What follows belongs to an exercise in optimizing a design on an open flow for small area, a short achievable clock period and few clock cycles; a production flow would make more cautious choices. Only simulation tests tie the RTL to the original design; equivalence was not proved. No activity file was given, so power comes from the tool's default toggle rates.

==> flow/design.v (excerpt) <==
module lcs_diff #(
    parameter N  = 16,
    parameter TW = 8
) (
    input  wire              clk,
    input  wire              rst,
    input  wire              cmd_valid,
    output wire              cmd_ready,
    input  wire [4:0]        a_len,
    input  wire [4:0]        b_len,
    input  wire [N*TW-1:0]   a_toks,
    input  wire [N*TW-1:0]   b_toks,
    output wire              out_valid,
    input  wire              out_ready,
    output wire [1:0]        out_op,
    output wire [3:0]        out_idx,
    output wire [4:0]        out_len
);
==> flow/config.mk <==
export PLATFORM = sky130hd
export DESIGN_NAME = lcs_diff
export DESIGN_NICKNAME = lcs_diff
export VERILOG_FILES = /design/flow/design.v
export SDC_FILE = /design/flow/constraint.sdc
export NUM_CORES = 4
export LEC_CHECK = 0
export ABC_AREA = 1
export CAP_MARGIN = 30
export CORE_MARGIN = 2
export CORE_UTILIZATION = 40
export SLEW_MARGIN = 40
==> flow/constraint.sdc <==
create_clock -name core_clock -period 11.0 [get_ports {clk}]
set_input_delay 2.2000 -clock core_clock [delete_from_list [all_inputs] [get_ports {clk}]]
set_output_delay 2.2000 -clock core_clock [all_outputs]
set_load 0.01 [all_outputs]
standard.sh (not shown) runs the stock make flow with config.mk's settings and CLKGATE_MAP_FILE= SYNTH_SCRIPT=/design/flow/synth_recipe.tcl, a recipe that flattens the netlist after the stock synthesis.
==> flow/flow/run.sh <==
#!/bin/bash
set -euo pipefail
bash standard.sh SETUP_SLACK_MARGIN=7.4 'BUFFER_PORTS_ARGS=-buffer_cell sky130_fd_sc_hd__buf_1' finish > make_finish.log 2>&1
Testbench counts at the start, summed over its fixed seeds: cycles 7,338.
Change:
--- a/flow/design.v
+++ b/flow/design.v
@@ -260,13 +260,13 @@
         asel1  <= sel1;
         av1    <= sv1;
         M0     <= cmp0;
         M1     <= cmp1;
         Md0    <= M0;
         Md1    <= M1;
-        Dr1r   <= ~V1;
+        Dr1r   <= ~dp_row((e_st == E_DP) ? vst[0] : vst[2], M0);
         ptr_d3 <= ptr_d2;
         t_first <= u_first;
         t_last  <= u_last;
         dum_r   <= o_r && u_last;
         ptr_d1 <= pe;
         ptr_d2 <= idle ? 3'd0 : ptr_d1;
@@ -292,16 +292,15 @@
             GB    <= 16'd0;
             ycol  <= 16'd0;
             PA_e  <= 16'd0;
             qthr  <= 16'hffff;
         end
         E_DP: begin
-            V <= u_last ? vst[1] : V2;
+            V <= V2;
         end
         E_TB: begin
-            V    <= vst[3];
             T    <= T2;
             X    <= X | (d1 ? oh1 : 16'd0) | (d2 ? oh0 : 16'd0);
             Y    <= Y | (d1 ? H1 : 16'd0) | (d2 ? H2 : 16'd0);
             fail <= fail_n;
             GB   <= GB2;
             ycol <= yc2;
Outcome: The new run went through all stages and came out clean; die area climbs by 2.9%; count of clock-buffer cells in the layout drops by 4; wire length climbs by 1.7%; utilization drops by 1.2 points; worst setup slack gains 0.025 ns; synthesized cell count climbs by 8.1%; register-to-register slack gains 0.02 ns; area after synthesis climbs by 2.9%; global-route usage drops by 0.55 points; critical path depth climbs by 1.
Testbench counts after the change, summed over its fixed seeds: cycles 7,338.

========
Another version of the RTL of lcs_diff (not shown whole).
Size: about 3,800 cells after synthesis, ~280 I/O pins, about 0.029 mm^2 of cells after synthesis.
// lcs_diff
module lcs_diff #(
    parameter N  = 16,
    parameter TW = 8
) (
    input  wire              clk,
    input  wire              rst,
    input  wire              cmd_valid,
    output wire              cmd_ready,
    input  wire [4:0]        a_len,
    input  wire [4:0]        b_len,
    input  wire [N*TW-1:0]   a_toks,
    input  wire [N*TW-1:0]   b_toks,
    output wire              out_valid,
    input  wire              out_ready,
    output wire [1:0]        out_op,
    output wire [3:0]        out_idx,
    output wire [4:0]        out_len
);
Settings: LEC_CHECK=0, ABC_AREA=1, CAP_MARGIN=30, CORE_MARGIN=2, CORE_UTILIZATION=40, SLEW_MARGIN=40; clock period 11.0 ns.
Scripts as last shown in full above: flow/flow/run.sh
Testbench counts at the start, summed over its fixed seeds: cycles 7,338.
Rerun with:
--- a/flow/design.v
+++ b/flow/design.v
@@ -67,18 +67,35 @@
                 m2[k] = a1[2*k+1] ? m1[2*k+1] : m1[2*k];
             end
             for (k = 0; k < 2; k = k + 1) begin
                 a3[k] = a2[2*k+1] | a2[2*k];
                 m3[k] = a2[2*k+1] ? m2[2*k+1] : m2[2*k];
             end
             himatch = a3[1] ? m3[1] : m3[0];
         end
     endfunction
+    function [31:0] low2(input [15:0] x);
+        reg [15:0] n0, n1, p0, p1;       
+        integer k, d;
+        begin
+            n0 = ~x;
+            n1 = x;
+            for (d = 1; d < 16; d = d * 2) begin
+                p0 = n0;
+                p1 = n1;
+                for (k = d; k < 16; k = k + 1) begin
+                    n0[k] = p0[k] & p0[k-d];
+                    n1[k] = (p1[k] & p0[k-d]) | (p0[k] & p1[k-d]);
+                end
+            end
+            low2 = {x & {n1[14:0], 1'b0}, x & {n0[14:0], 1'b1}};
+        end
+    endfunction
     function [15:0] lowest(input [15:0] x);
         reg [15:0] z;
         begin
             z = smear_up(x);
             lowest = z & ~(z << 1);
         end
     endfunction
     function [3:0] enc16(input [15:0] x);    
         begin
@@ -220,30 +237,34 @@
     wire [15:0] GB2 = d2 ? (Md0 & (S2 >> 1)) : GB1;
     wire [15:0] oh0 = 16'd1 << {ptr_d3, 1'b0};    
     wire [15:0] oh1 = 16'd1 << {ptr_d3, 1'b1};    
     wire        tb_last   = t_first;
     wire        tb_fail_n = fail | f1 | f2;
     wire        tb_pass   = !tb_fail_n && (GB2 == 16'd0);
     wire        fail_n    = (e_st == E_TB) ? (tb_last ? !tb_pass : tb_fail_n)
                           : (e_st == E_IDLE) ? 1'b0 : fail;
     wire [15:0] yr   = Y & qthr;
-    wire [15:0] ey1  = lowest(yr);
-    wire [15:0] ey1b = lowest(yr & ~ey1);
-    wire        h1   = |(Md0 & ey1);
+    wire [15:0] ey1, ey1b;                   
+    assign {ey1b, ey1} = low2(yr);
     wire [15:0] z1   = smear_up(Md0 & qthr);
     wire [15:0] l1   = z1 & ~(z1 << 1);
-    wire [15:0] qt1  = h1 ? (z1 << 1) : qthr;
-    wire [15:0] Y1   = h1 ? ((Y & ~ey1) | l1) : Y;
-    wire [15:0] ey2  = h1 ? ey1b : ey1;
-    wire        h2   = |(Md1 & ey2);
-    wire [15:0] z2   = smear_up(Md1 & qt1);
+    wire [15:0] z2a  = smear_up(Md1 & qthr);           
+    wire [15:0] z2b  = smear_up(Md1 & (z1 << 1));      
+    wire        h1   = |(Md0 & ey1);
+    wire        h2a  = |(Md1 & ey1);
+    wire        h2b  = |(Md1 & ey1b);
+    wire        h2   = h1 ? h2b : h2a;
+    wire [15:0] z2   = h1 ? z2b : z2a;
     wire [15:0] l2   = z2 & ~(z2 << 1);
+    wire [15:0] qt1  = h1 ? (z1 << 1) : qthr;
     wire [15:0] qt2  = h2 ? (z2 << 1) : qt1;
+    wire [15:0] ey2  = h1 ? ey1b : ey1;
+    wire [15:0] Y1   = h1 ? ((Y & ~ey1) | l1) : Y;
     wire [15:0] Y2   = h2 ? ((Y1 & ~ey2) | l2) : Y1;
     wire        emb_end = t_last || ((Y & qthr) == 16'd0);
     always @(*) begin
         e_st_n = e_st;
         case (e_st)
         E_IDLE: if (cmd_valid)
                     e_st_n = (a_len == 5'd0 || b_len == 5'd0) ? E_DONE : E_DP;
         E_DP:   if (u_last) e_st_n = E_TB;
         E_TB:   if (tb_last) e_st_n = E_POST;
Total power decreases by 5.8%.
Non-clock buffer count decreases by 39.
Sequential share of layout area increases by 0.20 points.
Design area decreases by 0.54%.
Maximum frequency increases by 2.6%.
Synthesized cell count increases by 6.2%.
Critical path depth decreases by 20.
First-iteration DRC count increases by 22%.
Sequential power decreases by about 3%.
Routed wire length increases by 3.8%.
Clock-buffer cell count increases by 13.
Die area increases by 1.5%.
Via count increases by 3.8%.
Cell count increases by 3.7%.
Testbench counts after the change, summed over its fixed seeds: cycles 7,338.

-- static timing again, ports no longer ideal --
How much do the figures lean on ideal ports? The routed layouts below were timed once more, with nothing changed but the port constraints. Step 1 sets driving cells, clkbuf_16 on the clock port and buf_2 on the other inputs (assumed; they add their load-dependent delay and slew). Step 2 adds t to the input delays and takes it off the output delays; t is the mean of the earliest and latest rising clock arrival at the registers after step 1. Input paths then give back, and output paths get back, about the clock's delay inside the block. Slacks: ideal ports / drivers / drivers and shift; pairs: ideal ports / drivers.
| run | shift t [ns] | slack for setup (ns) | worst register clock-pin slew, ns | worst slew at a driven data input, ns |
|---|---|---|---|---|
| the first run of note 1 | 0.684 | 7.387 / 7.387 / 6.831 | 0.07 / 0.07 | 0.08 |
| the second run of note 1 | 0.688 | 7.412 / 7.390 / 6.775 | 0.07 / 0.07 | 0.14 |
| the first run of note 2 | 0.660 | 7.345 / 7.345 / 6.767 | 0.07 / 0.07 | 0.17 |
| the second run of note 2 | 0.673 | 7.439 / 7.373 / 6.870 | 0.07 / 0.07 | 0.11 |
After both steps setup and hold are still met in every run listed. For the second run of note 1, which loses most, drivers alone change the setup slack by -0.022 ns; drivers and shift together by -0.637 ns.
